This design comes from an exercise in tuning for small area, a short achievable clock period and few clock cycles on the open sky130 flow, not from production work.
RTL that was checked went through simulation tests only; none was proved equivalent to the original.
No activity file was given, so power comes from the tool's default toggle rates.

==> flow/design.v (excerpt) <==
module css_descramble (
    input  wire        clk,
    input  wire        rst,          
    input  wire        in_valid,
    output wire        in_ready,
    input  wire [31:0] in_data,
    input  wire [39:0] in_key,       
    input  wire [7:0]  in_cmi,
    output wire        out_valid,
    input  wire        out_ready,
    output wire [31:0] out_data
);
    reg  [31:0] obuf;
    reg         ov;
    reg  [8:0]  wcnt;           
    reg         gate;           
    reg  [16:0] l1;             
    reg  [39:0] ssum;           
    reg         carry;
    reg  [7:0]  o0c;            
    reg  [2:0]  o0f;            
    function [7:0] rev8(input [7:0] b);
        integer k;
        begin
            for (k = 0; k < 8; k = k + 1) rev8[k] = b[7-k];
        end
    endfunction
    function [31:0] o1_word(input [16:0] e);
        reg [63:0] st;          
        integer j, i, q;
        begin
            st = 64'd0;
            for (i = 0; i < 8; i = i + 1) begin
                st[63 - i] = e[9 + i];          
                st[55 - i] = e[1 + i];          
            end
            st[47] = e[0];
            for (q = 46; q >= 32; q = q - 1)
                st[q] = st[q+17] ^ st[q+14];
            for (j = 0; j < 4; j = j + 1)
                for (i = 0; i < 8; i = i + 1)
                    o1_word[8*j + i] = st[32 + 8*j + 7 - i];
        end
    endfunction
    function [31:0] lfsr1_word(input [31:0] w);
        reg [63:0] st;          
        integer j, i, q;
        begin
            for (j = 0; j < 4; j = j + 1)
                for (i = 0; i < 8; i = i + 1)
                    st[8*j + 7 - i] = w[8*j + i];
  ...
==> module css_descramble, before the edit <==
module css_descramble (
    input  wire        clk,
    input  wire        rst,          
    input  wire        in_valid,
    output wire        in_ready,
    input  wire [31:0] in_data,
    input  wire [39:0] in_key,       
    input  wire [7:0]  in_cmi,
    output wire        out_valid,
    input  wire        out_ready,
    output wire [31:0] out_data
);
    reg  [31:0] obuf;
    reg         ov;
    reg  [8:0]  wcnt;           
    reg         gate;           
    reg  [16:0] l1;             
    reg  [39:0] ssum;           
    reg         carry;
    reg  [7:0]  o0c;            
    reg  [2:0]  o0f;            
    function [7:0] rev8(input [7:0] b);
        integer k;
        begin
            for (k = 0; k < 8; k = k + 1) rev8[k] = b[7-k];
        end
    endfunction
    function [31:0] o1_word(input [16:0] e);
        reg [63:0] st;          
        integer j, i, q;
        begin
            st = 64'd0;
            for (i = 0; i < 8; i = i + 1) begin
                st[63 - i] = e[9 + i];          
                st[55 - i] = e[1 + i];          
            end
            st[47] = e[0];
            for (q = 46; q >= 32; q = q - 1)
                st[q] = st[q+17] ^ st[q+14];
            for (j = 0; j < 4; j = j + 1)
                for (i = 0; i < 8; i = i + 1)
                    o1_word[8*j + i] = st[32 + 8*j + 7 - i];
        end
    endfunction
    function [31:0] lfsr1_word(input [31:0] w);
        reg [63:0] st;          
        integer j, i, q;
        begin
            for (j = 0; j < 4; j = j + 1)
                for (i = 0; i < 8; i = i + 1)
                    st[8*j + 7 - i] = w[8*j + i];
            for (q = 32; q < 64; q = q + 1)
                st[q] = st[q-17] ^ st[q-3];
            for (j = 0; j < 4; j = j + 1)
                for (i = 0; i < 8; i = i + 1)
                    lfsr1_word[8*j + i] = st[32 + 8*j + 7 - i];
        end
    endfunction
    function [10:0] o0_of(input [23:0] x);
        reg [24:0] l;
        reg [7:0]  k;
        begin
            l = {x[23:3], 1'b1, x[2:0]};
            k = l[24:17] ^ l[21:14] ^ l[20:13] ^ {l[12:8], 3'd0};
            o0_of = {k ^ {5'd0, k[7:5]}, k[2:0] ^ l[7:5]};
        end
    endfunction
    wire take = in_valid && in_ready;
    wire [7:0] b0 = in_data[7:0], b1 = in_data[15:8];
    wire [31:0] o1w = {l1[16:1], 7'd0, l1[0], 8'd0};     
    wire [31:0] o1n = o1_word(l1);
    wire [7:0]  a0  = rev8({o0c[7:3], o0f});
    wire [7:0]  a1  = rev8(o0c);
    wire [8:0]  sn0 = {1'b0, a0} + {1'b0, ~rev8(o1n[7:0])};
    wire [8:0]  sn1 = {1'b0, a1} + {1'b0, ~rev8(o1n[15:8])};
    wire [8:0]  sn2 = {1'b0, a1} + {1'b0, ~rev8(o1n[23:16])};
    wire [8:0]  sn3 = {1'b0, a1} + {1'b0, ~rev8(o1n[31:24])};
    wire        pn0 = &sn0[7:0];
    wire        pn1 = &sn1[7:0];
    wire        pn2 = &sn2[7:0];
    wire        pn3 = &sn3[7:0];
    wire [3:0] bc;              
    wire [31:0] ks;
    wire [3:0] bg = {ssum[38], ssum[28], ssum[18], ssum[8]};    
    wire [3:0] bp = {ssum[39], ssum[29], ssum[19], ssum[9]};    
    assign bc[0] = carry;
    assign bc[1] = bg[0] | (bp[0] & carry);
    assign bc[2] = bg[1] | (bp[1] & bg[0]) | (bp[1] & bp[0] & carry);
    assign bc[3] = bg[2] | (bp[2] & bg[1]) | (bp[2] & bp[1] & bg[0]) | (bp[2] & bp[1] & bp[0] & carry);
    wire carry_next = bg[3] | (bp[3] & bc[3]);
    genvar j;
    generate
        for (j = 0; j < 4; j = j + 1) begin : g_ks
            wire [7:0] sj = ssum[10*j +: 8];
            assign ks[8*j +: 8] = sj ^ ({sj[6:0] & {sj[5:0], 1'b1} & {sj[4:0], 2'b11} & {sj[3:0], 3'b111}
                                         & {sj[2:0], 4'hF} & {sj[1:0], 5'h1F} & {sj[0], 6'h3F}, 1'b1}
                                        & {8{bc[j]}});
        end
    endgenerate
    wire [31:0] t1w;
    css_t1 u_t10 (.a(in_data[7:0]),   .t1(t1w[7:0]));
    css_t1 u_t11 (.a(in_data[15:8]),  .t1(t1w[15:8]));
    css_t1 u_t12 (.a(in_data[23:16]), .t1(t1w[23:16]));
    css_t1 u_t13 (.a(in_data[31:24]), .t1(t1w[31:24]));
    wire scr = gate && wcnt[8:5] != 4'd0;      
    wire [31:0] o1step = lfsr1_word(o1w);
    always @(posedge clk) begin
        if (rst) begin
            ov   <= 1'b0;
            wcnt <= 9'd0;
        end else begin
            if (take) begin
                ov   <= 1'b1;
                wcnt <= wcnt + 9'd1;
            end else if (out_ready) begin
                ov   <= 1'b0;
            end
        end
        if (take) begin
            obuf <= scr ? (t1w ^ ks) : in_data;
            if (wcnt == 9'd5)
                gate <= b0[5:4] != 2'b00;
            if (wcnt == 9'd21) begin
                gate  <= gate && in_cmi[7] && in_key != 40'd0;
                l1  <= {in_key[7:0] ^ b0, in_key[14:8] ^ b1[6:0], 1'b1, in_key[15] ^ b1[7]};
                {o0c, o0f} <= o0_of({8'd0, in_key[31:16] ^ in_data[31:16]});
            end
            if (wcnt == 9'd22)
                {o0c, o0f} <= {o0c, o0f} ^ o0_of({in_key[39:32] ^ b0, 16'd0});
            if (wcnt >= 9'd30)
                l1 <= {o1step[31:16], o1step[8]};
            ssum  <= {pn3, sn3, pn2, sn2, pn1, sn1, pn0, sn0};
            carry <= wcnt[8:5] != 4'd0 && carry_next;
            if (wcnt == 9'd31)
                o0f <= o0c[2:0];
        end
    end
    assign in_ready  = out_ready;
    assign out_valid = ov;
    assign out_data  = obuf;
endmodule
clock: 6.0 ns
lec_check: 0
cap_margin: 20
core_margin: 2
core_utilization: 70
cts_buf_list: sky130_fd_sc_hd__clkbuf_8
place_density: 0.85
setup_slack_margin: 3.4
slew_margin: 20
standard.sh (not shown) runs the stock make flow with config.mk's settings and CLKGATE_MAP_FILE= SYNTH_SCRIPT=/design/flow/synth_recipe.tcl, a recipe that flattens the netlist after the stock synthesis.
==> flow/flow/run.sh <==
#!/bin/bash
# Layout flow: the standard ORFS flow (standard.sh), with extra ORFS settings passed
# to make:
#  - the port buffers that buffer_ports puts on every input and output are
#    sky130_fd_sc_hd__buf_1 instead of the cell it picks by default (clkdlybuf4s50_1);
#  - if flow/abc.script exists, Yosys's ABC technology mapping uses it in place of ORFS's
#    abc_speed.script: ORFS's scripts folder is copied here (scripts_local/) with only that
#    file replaced. Synthesis is otherwise ORFS's and the standard flow's own (synth_recipe.tcl);
#    ABC maps only combinational logic, so the registers are the standard synthesis's;
#  - any further make settings listed one per line in flow/extra.txt.
# make's full output goes to flow_make.log here; each ORFS step keeps its own log under
# orfs/logs/.
set -euo pipefail
EXTRA=(
  "BUFFER_PORTS_ARGS=-buffer_cell sky130_fd_sc_hd__buf_1"
)
if [[ -f flow/abc.script ]]; then
  rm -rf scripts_local
  cp -r "$FLOW_HOME/scripts" scripts_local
  cp flow/abc.script scripts_local/abc_speed.script
  EXTRA+=("SCRIPTS_DIR=$PWD/scripts_local")
fi
if [[ -f flow/extra.txt ]]; then
  while IFS= read -r line; do
    [[ -n "$line" ]] && EXTRA+=("$line")
  done < flow/extra.txt
fi
bash standard.sh "${EXTRA[@]}" finish > flow_make.log 2>&1
Testbench counts at the start, summed over its fixed seeds: cycles 32,776.
Edit:
--- a/flow/design.v
+++ b/flow/design.v
@@ -33,5 +33,5 @@
     reg  [8:0]  wcnt;           
     reg         gate;           
-    reg  [16:0] l1;             
+    reg  [31:0] o1w;            
     reg  [39:0] ssum;           
     reg         carry;
@@ -44,20 +44,9 @@
         end
     endfunction
-    function [31:0] o1_word(input [16:0] e);
-        reg [63:0] st;          
-        integer j, i, q;
-        begin
-            st = 64'd0;
-            for (i = 0; i < 8; i = i + 1) begin
-                st[63 - i] = e[9 + i];          
-                st[55 - i] = e[1 + i];          
-            end
-            st[47] = e[0];
-            for (q = 46; q >= 32; q = q - 1)
-                st[q] = st[q+17] ^ st[q+14];
-            for (j = 0; j < 4; j = j + 1)
-                for (i = 0; i < 8; i = i + 1)
-                    o1_word[8*j + i] = st[32 + 8*j + 7 - i];
-        end
+    function [7:0] t2(input [7:0] i);
+        t2 = i ^ (i >> 3) ^ (i >> 6);
+    endfunction
+    function [7:0] t3(input [2:0] i);
+        t3 = (i[0] ? 8'h24 : 8'h00) ^ (i[1] ? 8'h49 : 8'h00) ^ (i[2] ? 8'h92 : 8'h00);
     endfunction
     function [31:0] lfsr1_word(input [31:0] w);
@@ -86,6 +75,5 @@
     wire take = in_valid && in_ready;
     wire [7:0] b0 = in_data[7:0], b1 = in_data[15:8];
-    wire [31:0] o1w = {l1[16:1], 7'd0, l1[0], 8'd0};     
-    wire [31:0] o1n = o1_word(l1);
+    wire [31:0] o1n = o1w;
     wire [7:0]  a0  = rev8({o0c[7:3], o0f});
     wire [7:0]  a1  = rev8(o0c);
@@ -122,5 +110,4 @@
     css_t1 u_t13 (.a(in_data[31:24]), .t1(t1w[31:24]));
     wire scr = gate && wcnt[8:5] != 4'd0;      
-    wire [31:0] o1step = lfsr1_word(o1w);
     always @(posedge clk) begin
         if (rst) begin
@@ -141,15 +128,18 @@
             if (wcnt == 9'd21) begin
                 gate  <= gate && in_cmi[7] && in_key != 40'd0;
-                l1  <= {in_key[7:0] ^ b0, in_key[14:8] ^ b1[6:0], 1'b1, in_key[15] ^ b1[7]};
-                {o0c, o0f} <= o0_of({8'd0, in_key[31:16] ^ in_data[31:16]});
+                o1w   <= {in_key[7:0] ^ b0, in_key[14:8] ^ b1[6:0], 1'b1, 7'd0, in_key[15] ^ b1[7], in_data[23:16]};
+                o0c   <= in_data[31:24];
+                carry <= 1'b0;
             end
             if (wcnt == 9'd22)
-                {o0c, o0f} <= {o0c, o0f} ^ o0_of({in_key[39:32] ^ b0, 16'd0});
+                {o0c, o0f} <= o0_of(in_key[39:16] ^ {b0, o0c, o1w[7:0]});
             if (wcnt >= 9'd30)
-                l1 <= {o1step[31:16], o1step[8]};
-            ssum  <= {pn3, sn3, pn2, sn2, pn1, sn1, pn0, sn0};
-            carry <= wcnt[8:5] != 4'd0 && carry_next;
+                o1w  <= lfsr1_word(o1w);
+            if (wcnt >= 9'd31)
+                ssum <= {pn3, sn3, pn2, sn2, pn1, sn1, pn0, sn0};
             if (wcnt == 9'd31)
                 o0f <= o0c[2:0];
+            if (wcnt[8:5] != 4'd0)
+                carry <= carry_next;
         end
     end
Non-clock buffer count fell by 12.
Global-route usage climbs by 0.16 points.
Combinational power came out lower by 21%.
Area after synthesis came out higher by 8.6%.
Total power is higher by 16%.
Clock-buffer cell count climbs by 7.
Final area grows by 7.8%.
Clock power climbs by 55%.
Via count increases by 10%.
Flip-flop and latch count rises by 15.
Critical path depth is lower by 8.
Die area grows by 8.2%.
Core utilization drops by 1.1 points.
Function not checked in the second run of this note: the RTL went through the layout flow alone.

## separate check: timing with driven ports
In the flow no input, the clock included, has a driving cell. The finished layouts below were timed again as built, in two steps. Step 1 sets driving cells, clkbuf_16 on the clock port and buf_2 on the other inputs (assumed; they add their load-dependent delay and slew). Step 2 adds t to the input delays and takes it off the output delays; t is the mean of the earliest and latest rising clock arrival at the registers after step 1. Input paths then give back, and output paths get back, about the clock's delay inside the block. a / b / c = ideal / step 1 / step 2; a / b = the first two.
run	shift t [ns]	setup WS [ns]	worst hold slack (ns)	worst slew at a driven data input, ns
the first run	0.421	3.328 / 3.328 / 3.005	0.492 / 0.492 / 0.492	0.04
the second run	0.491	3.392 / 3.344 / 2.947	0.485 / 0.485 / 0.485	0.06
After both steps setup and hold are still met in every run listed. The setup slack of the second run, which loses most, moves by -0.048 ns with the drivers and by -0.445 ns with both steps.
